Source: an optimization exercise on an open RTL-to-GDS flow (aim: small area, a short achievable clock period and few clock cycles). Production flows keep margins and buffers that such runs may drop. RTL that was checked went through simulation tests only; none was proved equivalent to the original.

==> inputs of 06-22 <==
==> flow/design.v <==
module spse_enc4 (
    input  wire         clk,
    input  wire         rst_n,
    input  wire [3:0]   mv_valid,
    output wire [3:0]   mv_ready,
    input  wire [127:0] mv_steps,
    input  wire [3:0]   smp_valid,
    output wire [3:0]   smp_ready,
    input  wire [127:0] smp_ticks,
    output wire [3:0]   desc_valid,
    input  wire [3:0]   desc_ready,
    output wire [127:0] desc_data
);
    genvar g;
    generate
        for (g = 0; g < 4; g = g + 1) begin : g_unit
            spse_unit u (
                .clk(clk), .rst_n(rst_n),
                .mv_valid(mv_valid[g]), .mv_ready(mv_ready[g]),
                .mv_steps(mv_steps[g*32 +: 32]),
                .smp_valid(smp_valid[g]), .smp_ready(smp_ready[g]),
                .smp_ticks(smp_ticks[g*32 +: 32]),
                .desc_valid(desc_valid[g]), .desc_ready(desc_ready[g]),
                .desc_data(desc_data[g*32 +: 32])
            );
        end
    endgenerate
endmodule
module spse_unit (
    input  wire        clk,
    input  wire        rst_n,
    input  wire        mv_valid,
    output wire        mv_ready,
    input  wire [31:0] mv_steps,
    input  wire        smp_valid,
    output wire        smp_ready,
    input  wire [31:0] smp_ticks,
    output wire        desc_valid,
    input  wire        desc_ready,
    output wire [31:0] desc_data
);
    reg  [30:0] out;
    reg         ov;
    reg  [31:0] W;
    reg         wb, wf;
    reg  [31:0] s;
    reg         snz;           
    reg         tr, mk;
    reg         sr, mr;        
    reg         wlast;         
    assign desc_valid = ov;
    assign desc_data  = {1'b0, out};
    assign smp_ready  = sr;
    assign mv_ready   = mr;
    wire load = !ov || desc_ready;
    wire        t_big, t_sat;
    wire [14:0] t_L;
    spse_first u_first (.t(smp_ticks), .big(t_big), .sat(t_sat), .L(t_L));
    wire [30:0] t_first = {t_L, 1'b1, 15'd10};
    wire        wsat    = W > 32'd32776;
    wire        wbig    = W > 32'd32777;
    wire [14:0] w_L     = wsat ? 15'h7fff : W[14:0] - 15'd10;
    wire [30:0] w_first = {w_L, 1'b1, 15'd10};
    wire        last  = wlast;
    wire [14:0] hw    = W[15:1];
    wire [14:0] d0    = hw - 15'd16388;                      
    wire [14:0] d1    = hw - (W[0] ? 15'd16388 : 15'd16389); 
    wire [30:0] cont  = last ? {d1, 1'b0, d0} : {15'h7fff, 1'b0, 15'h7fff};
    wire take  = smp_valid && sr;
    wire mv_go = mv_valid && mr;
    reg  [31:0] s_dec;
    wire        ef = load && wb && !wf && !wlast;
    wire        ec = ef && &W[15:1];             
    wire        ed = ef && !(&W[15:1]);          
    reg  [31:0] W_sub;
    integer     k;
    always @(*) begin
        for (k = 0; k < 32; k = k + 1)
            s_dec[k] = s[k] ^ (take && !(|(s & ((32'd1 << k) - 32'd1))));
        W_sub[0] = W[0];
        for (k = 1; k < 16; k = k + 1)
            W_sub[k] = W[k] ^ (ef && &(W[15:0] | ~((32'd1 << k) - 32'd2)));
        for (k = 16; k < 32; k = k + 1)
            W_sub[k] = W[k] ^ (ed && !(|(W & ((32'd1 << k) - 32'd65536))));
    end
    wire e_w     = load && wb;
    wire e_mk    = load && !wb && mk;
    wire e_first = load && take;
    wire e_tr    = load && !wb && !mk && tr && !snz;
    reg        wb_n, wf_n, snz_n, tr_n, mk_n;
    always @(*) begin
        wb_n = wb;
        wf_n = wf;
        if (take) begin
            wb_n = load ? t_big : 1'b1;
            wf_n = !load;
        end else if (e_w) begin
            if (wf) begin
                wf_n = 1'b0;
                wb_n = wbig;
            end else if (last) begin
                wb_n = 1'b0;
            end else begin
                wb_n = W != 32'd98311;                    
            end
        end
        snz_n = snz;
        tr_n  = tr;
        mk_n  = mk;
        if (mv_go) begin
            snz_n = mv_steps != 32'd0;
            tr_n  = 1'b1;
            mk_n  = tr && !e_tr;
        end else begin
            if (take)
                snz_n = s != 32'd1;
            if (e_mk)
                mk_n = 1'b0;
            if (e_tr)
                tr_n = 1'b0;
        end
    end
    always @(posedge clk) begin
        if (!rst_n) begin
            ov <= 1'b0;
            wb <= 1'b0;
            wf <= 1'b0;
            tr <= 1'b0;
            mk <= 1'b0;
            sr <= 1'b0;
            mr <= 1'b1;
        end else begin
            if (e_w)
                out <= wf ? w_first : cont;
            else if (e_first)
                out <= t_first;
            else if (e_mk || e_tr)
                out <= 31'd0;
            if (load)
                ov <= e_w || e_mk || e_first || e_tr;
            if (take) begin
                wlast <= smp_ticks < 32'd98311;
            end else if (ef) begin
                wlast <= W < 32'd163845;                 
            end
            wb  <= wb_n;
            wf  <= wf_n;
            snz <= snz_n;
            tr  <= tr_n;
            mk  <= mk_n;
            sr  <= !wb_n && !mk_n && tr_n && snz_n;
            mr  <= !tr_n || (!snz_n && !mk_n);
        end
    end
    always @(posedge clk) begin
        W <= take ? smp_ticks : W_sub;
        s <= mv_go ? mv_steps : s_dec;
    end
endmodule
module spse_first (
    input  wire [31:0] t,
    output wire        big,       
    output wire        sat,       
    output wire [14:0] L
);
    assign big = t > 32'd32777;
    assign sat = t > 32'd32776;
    assign L   = sat ? 15'h7fff : t[14:0] - 15'd10;
endmodule
==> flow/flow/run.sh <==
#!/bin/bash
# The standard layout, with these changes to how it is made:
#  - synthesis leaves out the flow's Kogge-Stone carry map for adders
#    (SYNTH_OPERATIONS_ARGS replaces the default "-extra-map
#    lcu_kogge_stone.v"; -booth only affects multipliers, of which the
#    design has none), so adders keep Yosys's own smaller carry logic;
#    registers and their names are unchanged; nor does it map adders to
#    the library's half/full adder cells (ADDER_MAP_FILE empty), leaving
#    them to ABC with the rest of the logic
#  - ports are buffered with buf_1 instead of the flow's default pick
#  - timing repair aims at a setup slack margin (ns) so that the layout is
#    optimised for a shorter period than the 11 ns constraint; the margin
#    for the repair right after synthesis and the one for the later
#    repairs (after CTS and global routing) are read from flow/margins.txt
#    (the constraints themselves are unchanged)
set -euo pipefail
read -r FP_MARGIN LATE_MARGIN < flow/margins.txt
BUF="BUFFER_PORTS_ARGS=-buffer_cell sky130_fd_sc_hd__buf_1"
OPS="SYNTH_OPERATIONS_ARGS=-booth"
ADD="ADDER_MAP_FILE="
bash standard.sh floorplan "$OPS" "$ADD" "SETUP_SLACK_MARGIN=${FP_MARGIN}" "$BUF" > standard_make_1.log 2>&1
bash standard.sh finish "$OPS" "$ADD" "SETUP_SLACK_MARGIN=${LATE_MARGIN}" "$BUF" > standard_make_2.log 2>&1
==> flow/flow/margins.txt <==
0 7.5
==> flow/standard.sh <==
#!/bin/bash
# synth_recipe.tcl (not shown) runs the flow's synth.tcl, then flattens the netlist and writes it again
# the make line also repeats each setting of config.mk as NAME=value (left out here)
make -C /OpenROAD-flow-scripts/flow DESIGN_CONFIG=/design/flow/config.mk WORK_HOME=/design/flow/orfs CLKGATE_MAP_FILE= SYNTH_SCRIPT=/design/flow/synth_recipe.tcl "${@:-finish}"
==> flow/config.mk <==
export PLATFORM = sky130hd
export DESIGN_NAME = spse_enc4
export DESIGN_NICKNAME = spse_enc4
export VERILOG_FILES = /design/flow/design.v
export SDC_FILE = /design/flow/constraint.sdc
export NUM_CORES = 4
export LEC_CHECK = 0
export CAP_MARGIN = 20
export CORE_MARGIN = 2
export CORE_UTILIZATION = 60
export CTS_BUF_LIST = sky130_fd_sc_hd__clkbuf_16
export CTS_CLUSTER_DIAMETER = 80
export CTS_CLUSTER_SIZE = 24
export SLEW_MARGIN = 20
export SYNTH_HIERARCHICAL = 1
export TNS_END_PERCENT = 5
==> flow/constraint.sdc <==
create_clock -name core_clock -period 11.0 [get_ports {clk}]
set_input_delay 2.2000 -clock core_clock [delete_from_list [all_inputs] [get_ports {clk}]]
set_output_delay 2.2000 -clock core_clock [all_outputs]
set_load 0.01 [all_outputs]
==> 01-25: changes against 06-22 <==
==> flow/design.v, changed modules only <==
module spse_unit (
    input  wire        clk,
    input  wire        rst_n,
    input  wire        mv_valid,
    output wire        mv_ready,
    input  wire [31:0] mv_steps,
    input  wire        smp_valid,
    output wire        smp_ready,
    input  wire [31:0] smp_ticks,
    output wire        desc_valid,
    input  wire        desc_ready,
    output wire [31:0] desc_data
);
    reg  [30:0] out;
    reg         ov;
    reg  [31:0] W;
    reg         wb, wf;
    reg  [31:0] s;
    reg         snz;           
    reg         tr, mk;
    reg         sr, mr;        
    reg         wsat, wbig;    
    reg         wlast;         
    reg         bw;            
    assign desc_valid = ov;
    assign desc_data  = {1'b0, out};
    assign smp_ready  = sr;
    assign mv_ready   = mr;
    wire load = !ov || desc_ready;
    wire        t_big, t_sat, t_bw;
    wire [14:0] t_L, t_sub;
    spse_first u_first (.t(smp_ticks), .big(t_big), .sat(t_sat), .bw(t_bw),
                        .sub(t_sub), .L(t_L));
    wire [30:0] t_first = {t_L, 1'b1, 15'd10};
    wire [14:0] w_L     = wsat ? 15'h7fff : W[14:0];
    wire [30:0] w_first = {w_L, 1'b1, 15'd10};
    wire        last  = wlast;
    wire [14:0] hw    = {W[15] ^ bw, W[14:1]};               
    wire [14:0] d0    = hw - 15'd16383;                      
    wire [14:0] d1    = hw - (W[0] ? 15'd16383 : 15'd16384); 
    wire [30:0] cont  = last ? {d1, 1'b0, d0} : {15'h7fff, 1'b0, 15'h7fff};
    wire take  = smp_valid && sr;
    wire mv_go = mv_valid && mr;
    reg  [31:0] s_dec;
    wire        ef = load && wb && !wf && !wlast;
    wire        ec = ef && &W[15:1];             
    wire        ed = ef && !(&W[15:1]);          
    reg  [31:0] W_sub;
    integer     k;
    always @(*) begin
        for (k = 0; k < 32; k = k + 1)
            s_dec[k] = s[k] ^ (take && !(|(s & ((32'd1 << k) - 32'd1))));
        W_sub[0] = W[0];
        for (k = 1; k < 16; k = k + 1)
            W_sub[k] = W[k] ^ (ef && &(W[15:0] | ~((32'd1 << k) - 32'd2)));
        for (k = 16; k < 32; k = k + 1)
            W_sub[k] = W[k] ^ (ed && !(|(W & ((32'd1 << k) - 32'd65536))));
    end
    wire e_w     = load && wb;
    wire e_mk    = load && !wb && mk;
    wire e_first = load && take;
    wire e_tr    = load && !wb && !mk && tr && !snz;
    reg        wb_n, wf_n, snz_n, tr_n, mk_n;
    always @(*) begin
        wb_n = wb;
        wf_n = wf;
        if (take) begin
            wb_n = load ? t_big : 1'b1;
            wf_n = !load;
        end else if (e_w) begin
            if (wf) begin
                wf_n = 1'b0;
                wb_n = wbig;
            end else if (last) begin
                wb_n = 1'b0;
            end else begin
                wb_n = W != (bw ? 32'd131069 : 32'd98301);   
            end
        end
        snz_n = snz;
        tr_n  = tr;
        mk_n  = mk;
        if (mv_go) begin
            snz_n = mv_steps != 32'd0;
            tr_n  = 1'b1;
            mk_n  = tr && !e_tr;
        end else begin
            if (take)
                snz_n = s != 32'd1;
            if (e_mk)
                mk_n = 1'b0;
            if (e_tr)
                tr_n = 1'b0;
        end
    end
    always @(posedge clk) begin
        if (!rst_n) begin
            ov <= 1'b0;
            wb <= 1'b0;
            wf <= 1'b0;
            tr <= 1'b0;
            mk <= 1'b0;
            sr <= 1'b0;
            mr <= 1'b1;
        end else begin
            if (e_w)
                out <= wf ? w_first : cont;
            else if (e_first)
                out <= t_first;
            else if (e_mk || e_tr)
                out <= 31'd0;
            if (load)
                ov <= e_w || e_mk || e_first || e_tr;
            if (take) begin
                bw    <= t_bw;
                wsat  <= t_sat;
                wbig  <= t_big;
                wlast <= smp_ticks < 32'd98311;
            end else if (ef) begin
                wlast <= W < (bw ? 32'd196603 : 32'd163835);   
            end
            wb  <= wb_n;
            wf  <= wf_n;
            snz <= snz_n;
            tr  <= tr_n;
            mk  <= mk_n;
            sr  <= !wb_n && !mk_n && tr_n && snz_n;
            mr  <= !tr_n || (!snz_n && !mk_n);
        end
    end
    always @(posedge clk) begin
        W <= take ? {smp_ticks[31:15], t_sub} : W_sub;
        s <= mv_go ? mv_steps : s_dec;
    end
endmodule
module spse_first (
    input  wire [31:0] t,
    output wire        big,       
    output wire        sat,       
    output wire        bw,        
    output wire [14:0] sub,       
    output wire [14:0] L
);
    assign big = t > 32'd32777;
    assign sat = t > 32'd32776;
    assign bw  = t[14:0] < 15'd10;
    assign sub = t[14:0] - 15'd10;
    assign L   = sat ? 15'h7fff : sub;
endmodule
TNS_END_PERCENT = default   (was 5)
==> 04-26: changes against 06-22 <==
==> flow/design.v, changed modules only <==
module spse_unit (
    input  wire        clk,
    input  wire        rst_n,
    input  wire        mv_valid,
    output wire        mv_ready,
    input  wire [31:0] mv_steps,
    input  wire        smp_valid,
    output wire        smp_ready,
    input  wire [31:0] smp_ticks,
    output wire        desc_valid,
    input  wire        desc_ready,
    output wire [31:0] desc_data
);
    reg  [30:0] out;
    reg         ov;
    reg  [31:0] W;
    reg         wb, wf;
    reg  [31:0] s;
    reg         snz;           
    reg         tr, mk;
    reg         sr, mr;        
    reg         wsat, wbig;    
    reg         wlast;         
    assign desc_valid = ov;
    assign desc_data  = {1'b0, out};
    assign smp_ready  = sr;
    assign mv_ready   = mr;
    wire load = !ov || desc_ready;
    wire        t_big, t_sat;
    wire [14:0] t_L;
    spse_first u_first (.t(smp_ticks), .big(t_big), .sat(t_sat), .L(t_L));
    wire [30:0] t_first = {t_L, 1'b1, 15'd10};
    wire [14:0] w_L     = wsat ? 15'h7fff : W[14:0] - 15'd10;
    wire [30:0] w_first = {w_L, 1'b1, 15'd10};
    wire        last  = wlast;
    wire [14:0] hw    = W[15:1];
    wire [14:0] d0    = hw - 15'd16388;                      
    wire [14:0] d1    = hw - (W[0] ? 15'd16388 : 15'd16389); 
    wire [30:0] cont  = last ? {d1, 1'b0, d0} : {15'h7fff, 1'b0, 15'h7fff};
    wire take  = smp_valid && sr;
    wire mv_go = mv_valid && mr;
    wire e_w     = load && wb;
    wire e_mk    = load && !wb && mk;
    wire e_first = load && take;
    wire e_tr    = load && !wb && !mk && tr && !snz;
    reg        wb_n, wf_n, snz_n, tr_n, mk_n;
    always @(*) begin
        wb_n = wb;
        wf_n = wf;
        if (take) begin
            wb_n = load ? t_big : 1'b1;
            wf_n = !load;
        end else if (e_w) begin
            if (wf) begin
                wf_n = 1'b0;
                wb_n = wbig;
            end else if (last) begin
                wb_n = 1'b0;
            end else begin
                wb_n = W != 32'd98311;                    
            end
        end
        snz_n = snz;
        tr_n  = tr;
        mk_n  = mk;
        if (mv_go) begin
            snz_n = mv_steps != 32'd0;
            tr_n  = 1'b1;
            mk_n  = tr && !e_tr;
        end else begin
            if (take)
                snz_n = s != 32'd1;
            if (e_mk)
                mk_n = 1'b0;
            if (e_tr)
                tr_n = 1'b0;
        end
    end
    always @(posedge clk) begin
        if (!rst_n) begin
            ov <= 1'b0;
            wb <= 1'b0;
            wf <= 1'b0;
            tr <= 1'b0;
            mk <= 1'b0;
            sr <= 1'b0;
            mr <= 1'b1;
        end else begin
            if (e_w)
                out <= wf ? w_first : cont;
            else if (e_first)
                out <= t_first;
            else if (e_mk || e_tr)
                out <= 31'd0;
            if (load)
                ov <= e_w || e_mk || e_first || e_tr;
            if (take) begin
                W     <= smp_ticks;
                wsat  <= t_sat;
                wbig  <= t_big;
                wlast <= smp_ticks < 32'd98311;
            end else if (e_w && !wf && !last) begin
                W     <= W - 32'd65534;
                wlast <= W < 32'd163845;                 
            end
            if (mv_go)
                s <= mv_steps;
            else if (take)
                s <= s - 32'd1;
            wb  <= wb_n;
            wf  <= wf_n;
            snz <= snz_n;
            tr  <= tr_n;
            mk  <= mk_n;
            sr  <= !wb_n && !mk_n && tr_n && snz_n;
            mr  <= !tr_n || (!snz_n && !mk_n);
        end
    end
endmodule
TNS_END_PERCENT = default   (was 5)
==> summary of the runs <==
The lowest global-route usage belongs to 01-25, the highest to 06-22.
Sequential share of layout area: 04-26 > 01-25 > 06-22.
The highest register-to-register slack belongs to 01-25, the lowest to 06-22.
Critical path depth: 01-25 is higher than 04-26 (4).
The highest final cell count belongs to 04-26, the lowest to 06-22.
The highest sequential cell count belongs to 01-25, the lowest to 06-22.
Die area: 01-25 < 06-22 < 04-26.
Testbench counts of 06-22, summed over its fixed seeds: cycles 2,549.
Testbench counts of 04-26, summed over its fixed seeds: cycles 2,549.
Function not checked in 01-25: the RTL went through the layout flow alone.

==> port drivers added, routing unchanged <==
How much do the figures lean on ideal ports? The routed layouts below were timed once more, with nothing changed but the port constraints.
Step 1: set_driving_cell puts a clkbuf_16 on clk and a buf_2 on each other input, an assumption about the parent block.
Step 2, shift: input delay + t, output delay - t, t = (earliest + latest rising clock arrival at the registers) / 2. This alone moves slack from input paths to output paths.
a / b / c = ideal / step 1 / step 2; a / b = the first two.
run	t (ns)	slack for setup (ns)	slew at the worst register clock pin (ns)	pins driven straight from the clock port
06-22	0.635	7.362 / 7.377 / 6.742	0.10 / 0.10	1
01-25	0.633	7.181 / 7.193 / 6.560	0.10 / 0.10	1
04-26	0.649	7.553 / 7.504 / 6.939	0.10 / 0.10	1
After both steps every run listed still meets setup and hold. The setup slack of 01-25, which loses most, moves by +0.012 ns with the drivers and by -0.621 ns with both steps.
